What follows belongs to an exercise in optimizing a design on an open flow for small area and few clock cycles; a production flow would make more cautious choices. Only simulation tests tie the RTL to the original design; equivalence was not proved. No activity file was given, so power comes from the tool's default toggle rates.

run A:
// crush_fp
module crush_fp (
    input  wire        clk,
    input  wire        rst,
    input  wire        rx_valid,
    input  wire [7:0]  rx_data,
    output wire        rx_ready,
    output wire        tx_valid,
    output wire [7:0]  tx_data,
    input  wire        tx_ready,
    input  wire        ind_valid,
    input  wire [31:0] ind_addr,
    input  wire [2:0]  ind_len,
    input  wire [31:0] ind_data,
    output wire        ind_ready,
    output wire        mem_valid,
    output wire [1:0]  mem_op,        
    output wire [31:0] mem_addr,
    output wire [7:0]  mem_wdata,
    input  wire        mem_ready,
    input  wire [15:0] mem_rdata,
    output reg  [2:0]  status
);
==> flow/config.mk <==
export PLATFORM = sky130hd
export DESIGN_NAME = crush_fp
export DESIGN_NICKNAME = crush_fp
export VERILOG_FILES = /design/flow/design.v
export SDC_FILE = /design/flow/constraint.sdc
export NUM_CORES = 4
export LEC_CHECK = 0
export CAP_MARGIN = 20
export CORE_MARGIN = 2
export CORE_UTILIZATION = 60
export SLEW_MARGIN = 20
==> flow/constraint.sdc <==
create_clock -name core_clock -period 10.0 [get_ports {clk}]
set_input_delay 2.0000 -clock core_clock [delete_from_list [all_inputs] [get_ports {clk}]]
set_output_delay 2.0000 -clock core_clock [all_outputs]
set_load 0.01 [all_outputs]
standard.sh (not shown) runs the stock make flow with config.mk's settings and CLKGATE_MAP_FILE= SYNTH_SCRIPT=/design/flow/synth_recipe.tcl, a recipe that flattens the netlist after the stock synthesis.
==> flow/flow/run.sh <==
#!/bin/bash
# The standard layout (standard.sh) with two changes: each port gets the
# smallest buffer (buf_1), and the clock tree uses clkbuf_8 clusters of up to
# 14 sinks without dummy loads. The make output goes to standard.log; ORFS
# keeps each step's log under orfs/logs/.
set -euo pipefail
export BUFFER_PORTS_ARGS="-buffer_cell sky130_fd_sc_hd__buf_1"
export CTS_ARGS="-sink_clustering_enable -repair_clock_nets -dont_use_dummy_load -buf_list sky130_fd_sc_hd__clkbuf_4 -sink_clustering_size 8 -sink_clustering_max_diameter 40"
bash standard.sh > standard.log 2>&1
Testbench counts of run A, summed over its fixed seeds: cycles 44,314.
For run B, these inputs were changed with respect to run A:
# run A
export LEC_CHECK = 0
export CAP_MARGIN = 20
export CORE_MARGIN = 2
export CORE_UTILIZATION = 60
export SLEW_MARGIN = 20
create_clock -name core_clock -period 10.0 [get_ports {clk}]
# run B
export LEC_CHECK = 0
export CAP_MARGIN = 20
export CORE_MARGIN = 2
export CORE_UTILIZATION = 60
export CTS_BUF_LIST = sky130_fd_sc_hd__clkbuf_16
export CTS_CLUSTER_DIAMETER = 100
export CTS_CLUSTER_SIZE = 22
export SLEW_MARGIN = 20
create_clock -name core_clock -period 10.0 [get_ports {clk}]
==> flow/run.sh (new file) <==
#!/bin/bash
# synth_recipe.tcl (not shown) runs the flow's synth.tcl, then flattens the netlist and writes it again
# the make line also repeats each setting of config.mk as NAME=value (left out here)
make -C /OpenROAD-flow-scripts/flow DESIGN_CONFIG=/design/flow/config.mk WORK_HOME=/design/flow/orfs CLKGATE_MAP_FILE= SYNTH_SCRIPT=/design/flow/synth_recipe.tcl finish
removed: flow/flow/run.sh
removed: flow/standard.sh
Notes after the runs:
Relative to run A, the count of nets after finishing measured on run B has decreased by a few percent.
Status: hold slack parity (run B, run A)
Total wire length after detailed routing: run B vs run A, no meaningful difference
Per the comparison of run B with run A, depth of the critical timing path with buffers and inverters included decreased 1, worst reg2reg path depth about even, count of pins on the block boundary roughly the same.
Run A -> run B: netlist area before placement flat
Final cell area: run B above run A
Input changes introduced in run C (baseline for comparison: run B):
# run B
export LEC_CHECK = 0
export CAP_MARGIN = 20
export CORE_MARGIN = 2
export CORE_UTILIZATION = 60
export CTS_BUF_LIST = sky130_fd_sc_hd__clkbuf_16
export CTS_CLUSTER_DIAMETER = 100
export CTS_CLUSTER_SIZE = 22
export SLEW_MARGIN = 20
create_clock -name core_clock -period 10.0 [get_ports {clk}]
# run C
export LEC_CHECK = 0
export CAP_MARGIN = 20
export CORE_MARGIN = 2
export CORE_UTILIZATION = 60
export SLEW_MARGIN = 20
create_clock -name core_clock -period 10.0 [get_ports {clk}]
==> flow/flow/run.sh (new file) <==
#!/bin/bash
# The standard layout (standard.sh) with two changes: each port gets the
# smallest buffer (buf_1), and the clock tree is built from clkbuf_8 clusters
# of up to 14 sinks without dummy loads. The make output goes to
# standard.log; ORFS keeps each step's own log under orfs/logs/.
set -euo pipefail
export BUFFER_PORTS_ARGS="-buffer_cell sky130_fd_sc_hd__buf_1"
export CTS_ARGS="-sink_clustering_enable -repair_clock_nets -dont_use_dummy_load -buf_list sky130_fd_sc_hd__clkbuf_8 -sink_clustering_size 14 -sink_clustering_max_diameter 60"
bash standard.sh > standard.log 2>&1
==> flow/standard.sh (new file) <==
#!/bin/bash
# synth_recipe.tcl (not shown) runs the flow's synth.tcl, then flattens the netlist and writes it again
# the make line also repeats each setting of config.mk as NAME=value (left out here)
make -C /OpenROAD-flow-scripts/flow DESIGN_CONFIG=/design/flow/config.mk WORK_HOME=/design/flow/orfs CLKGATE_MAP_FILE= SYNTH_SCRIPT=/design/flow/synth_recipe.tcl "${@:-finish}"
removed: flow/run.sh
==> comparison <==
- Compared to run B, run C has register share of total power 2.6 points higher.
- The run showing the smaller count of clock-buffer cells in the layout is run B.
- Reported for run C and run B, number of enable flip-flop cells after synthesis turned out identical to the last digit.
- Run C vs. run B: portion of the layout cell area used by clock cells went down 0.42 points, total power went down 4.3%, final period utilization went down 4.0 points, die width held.
Inputs modified between run C and run D:
==> flow/flow/run.sh <==
#!/bin/bash
# The standard layout (standard.sh) with two changes: each port gets the
# smallest buffer (buf_1), and the clock tree uses clkbuf_8 clusters of up to
# 14 sinks without dummy loads. The make output goes to standard.log; ORFS
# keeps each step's log under orfs/logs/.
set -euo pipefail
export BUFFER_PORTS_ARGS="-buffer_cell sky130_fd_sc_hd__buf_1"
export CTS_ARGS="-sink_clustering_enable -repair_clock_nets -dont_use_dummy_load -buf_list sky130_fd_sc_hd__clkbuf_4 -sink_clustering_size 10 -sink_clustering_max_diameter 50"
bash standard.sh > standard.log 2>&1
==> summary.txt <==
Against run C, number of design-rule violations left by the first detailed-router iteration in run D came out worse.
The summed area of non-filler cells in the final layout of run D falls short of that of run C by 240 um2.
Sort run C and run D by met3 demand-to-capacity share in global routing desc -> top: run D
Run D: done, clean on timing, DRC and antenna
diff inputs: run D => run E
-- flow/flow/run.sh --
<<< run D, line 7
export BUFFER_PORTS_ARGS="-buffer_cell sky130_fd_sc_hd__buf_1"
export CTS_ARGS="-sink_clustering_enable -repair_clock_nets -dont_use_dummy_load -buf_list sky130_fd_sc_hd__clkbuf_4 -sink_clustering_size 10 -sink_clustering_max_diameter 50"
bash standard.sh > standard.log 2>&1
>>> run E, line 7
export BUFFER_PORTS_ARGS="-buffer_cell sky130_fd_sc_hd__buf_1"
export CTS_ARGS="-sink_clustering_enable -repair_clock_nets -dont_use_dummy_load -buf_list sky130_fd_sc_hd__clkbuf_8 -sink_clustering_size 14 -sink_clustering_max_diameter 60"
bash standard.sh > standard.log 2>&1
Findings:
- Total non-filler cell area in the finished layout is lower on run D
- | met2 layer usage reported by global route | run E vs run D | 0.24 points higher |
- | via density per instance | run D vs run E | ≈ equal |
- Every stage of the flow completed for run E, and the final layout passed the timing, DRC and antenna checks.
- First-pass GRT wire length improves in run E relative to run D.
- Between run D and run E, the flow reports number of nets in the layout decreasing slightly.
- Compared to run D, run E reaches a higher achievable clock.
- Sort run E and run D by clock period minus final worst setup slack asc -> top: run E
- Non-clock buffer count down 0.39% in run E wrt run D
- Setup slack delta for run E relative to run D: 0.17 ns higher
- In run E, the via count came out about 0.6% below the value in run D.
### run E -> run F
# run E
export LEC_CHECK = 0
export CAP_MARGIN = 20
export CORE_MARGIN = 2
export CORE_UTILIZATION = 60
export SLEW_MARGIN = 20
create_clock -name core_clock -period 10.0 [get_ports {clk}]
# run F
export LEC_CHECK = 0
export CAP_MARGIN = 20
export CORE_MARGIN = 2
export CORE_UTILIZATION = 40
export SLEW_MARGIN = 20
create_clock -name core_clock -period 10.0 [get_ports {clk}]
--- outcome ---
- Timing, DRC, antenna: 0 failures across run F and run E
- [compare] base=run E new=run F: endpoint arrival time on the critical path went up by 0.40 ns, initial antenna violation count went up by 4.
- Comparing run F and run E, the higher count of inserted tapcells is on run F.
- Compared to run E, the router laid down more metal wire for run F.
- Run F reports its origin of the worst setup path as u_enc.remain[28] while run E reports u_enc.remain[27].
- When run F is set beside run E, its TritonCTS buffer count turns out to be 5 larger.
- Run F against run E: smallest hold slack shows a reduction of 0.028 ns, cell row count shows an increase of 21, cell count along the critical path shows a reduction of 1.

---

Setup of before:
crush_fp, a different RTL version from the one above (not shown whole).
Size: ~2700 cells after synthesis, roughly 860 flip-flops, about 150 I/O pins, roughly 34000 µm² of cells after synthesis.
// crush_fp
module crush_fp (
    input  wire        clk,
    input  wire        rst,
    input  wire        rx_valid,
    input  wire [7:0]  rx_data,
    output wire        rx_ready,
    output wire        tx_valid,
    output wire [7:0]  tx_data,
    input  wire        tx_ready,
    input  wire        ind_valid,
    input  wire [31:0] ind_addr,
    input  wire [2:0]  ind_len,
    input  wire [31:0] ind_data,
    output wire        ind_ready,
    output wire        mem_valid,
    output wire [1:0]  mem_op,        
    output wire [31:0] mem_addr,
    output wire [7:0]  mem_wdata,
    input  wire        mem_ready,
    input  wire [15:0] mem_rdata,
    output reg  [2:0]  status
);
Settings: LEC_CHECK=0, CAP_MARGIN=20, CORE_MARGIN=2, CORE_UTILIZATION=40, SLEW_MARGIN=20; clock period 10.0 ns.
==> flow/flow/run.sh <==
#!/bin/bash
# The standard layout (standard.sh), with smaller port buffers and a clock
# tree built from smaller buffers without dummy loads.
set -euo pipefail
export BUFFER_PORTS_ARGS="-buffer_cell sky130_fd_sc_hd__buf_1"
export CTS_ARGS="-sink_clustering_enable -repair_clock_nets -dont_use_dummy_load -buf_list sky130_fd_sc_hd__clkbuf_16 -sink_clustering_size 24 -sink_clustering_max_diameter 80"
bash standard.sh > standard.log 2>&1
before finished all stages; the layout is clean.
Testbench counts of before, summed over its fixed seeds: cycles 44,711.
diff inputs: before => after
Settings: CTS_CLUSTER_DIAMETER: unset -> 100; CTS_CLUSTER_SIZE: unset -> 22; CTS_BUF_LIST: unset -> sky130_fd_sc_hd__clkbuf_16.
==> flow/run.sh (new file) <==
#!/bin/bash
# synth_recipe.tcl (not shown) runs the flow's synth.tcl, then flattens the netlist and writes it again
# the make line also repeats each setting of config.mk as NAME=value (left out here)
make -C /OpenROAD-flow-scripts/flow DESIGN_CONFIG=/design/flow/config.mk WORK_HOME=/design/flow/orfs CLKGATE_MAP_FILE= SYNTH_SCRIPT=/design/flow/synth_recipe.tcl finish
removed: flow/flow/run.sh
removed: flow/standard.sh
Both conditions hold for after: the flow ran to the end and the final layout passed the timing, DRC and antenna checks. before → after: post-route minimum period now sits higher, met2 routing resource usage after global routing now sits at about the same level, portion of the layout cell area used by non-clock buffers now sits higher, combinational cell fraction of total power now sits higher, combinational power now sits higher. Compared to before, after has clock power share 1.4 points higher. On async set or reset register ratio after synthesis, before tracks after almost exactly. Status: detailed-route via count parity (before, after). Ratio of total power to cell area up about 0.9% in after wrt before.

separate check: timing with driven ports:
No port has a modelled driver above. Below, the same layouts with a new extraction and two added sets of constraints.
Step 1, drivers: a clkbuf_16 drives clk and a buf_2 each remaining input, both assumed.
Step 2 also shifts input and output timing later by t, the mid clock arrival at the registers, as if the neighbouring blocks saw the same clock.
Slacks: ideal / step 1 / step 2; pairs: ideal / step 1.
run	t (ns)	slack for setup (ns)	worst register clock-pin slew, ns
run A	1.028	1.824 / 1.757 / 2.063	0.10 / 0.10
run B	0.697	1.713 / 1.646 / 1.642	0.10 / 0.10
run C	0.753	2.117 / 2.045 / 2.075	0.10 / 0.10
run D	0.968	1.944 / 1.874 / 2.080	0.12 / 0.12
run E	0.753	2.117 / 2.045 / 2.075	0.10 / 0.10
run F	0.775	1.723 / 1.656 / 2.090	0.10 / 0.10
before	0.660	2.278 / 2.213 / 2.610	0.10 / 0.10
after	0.685	1.927 / 1.863 / 2.361	0.10 / 0.10
After both steps every run listed still meets setup and hold. For run B, which loses most, drivers alone change the setup slack by -0.067 ns; drivers and shift together by -0.071 ns.
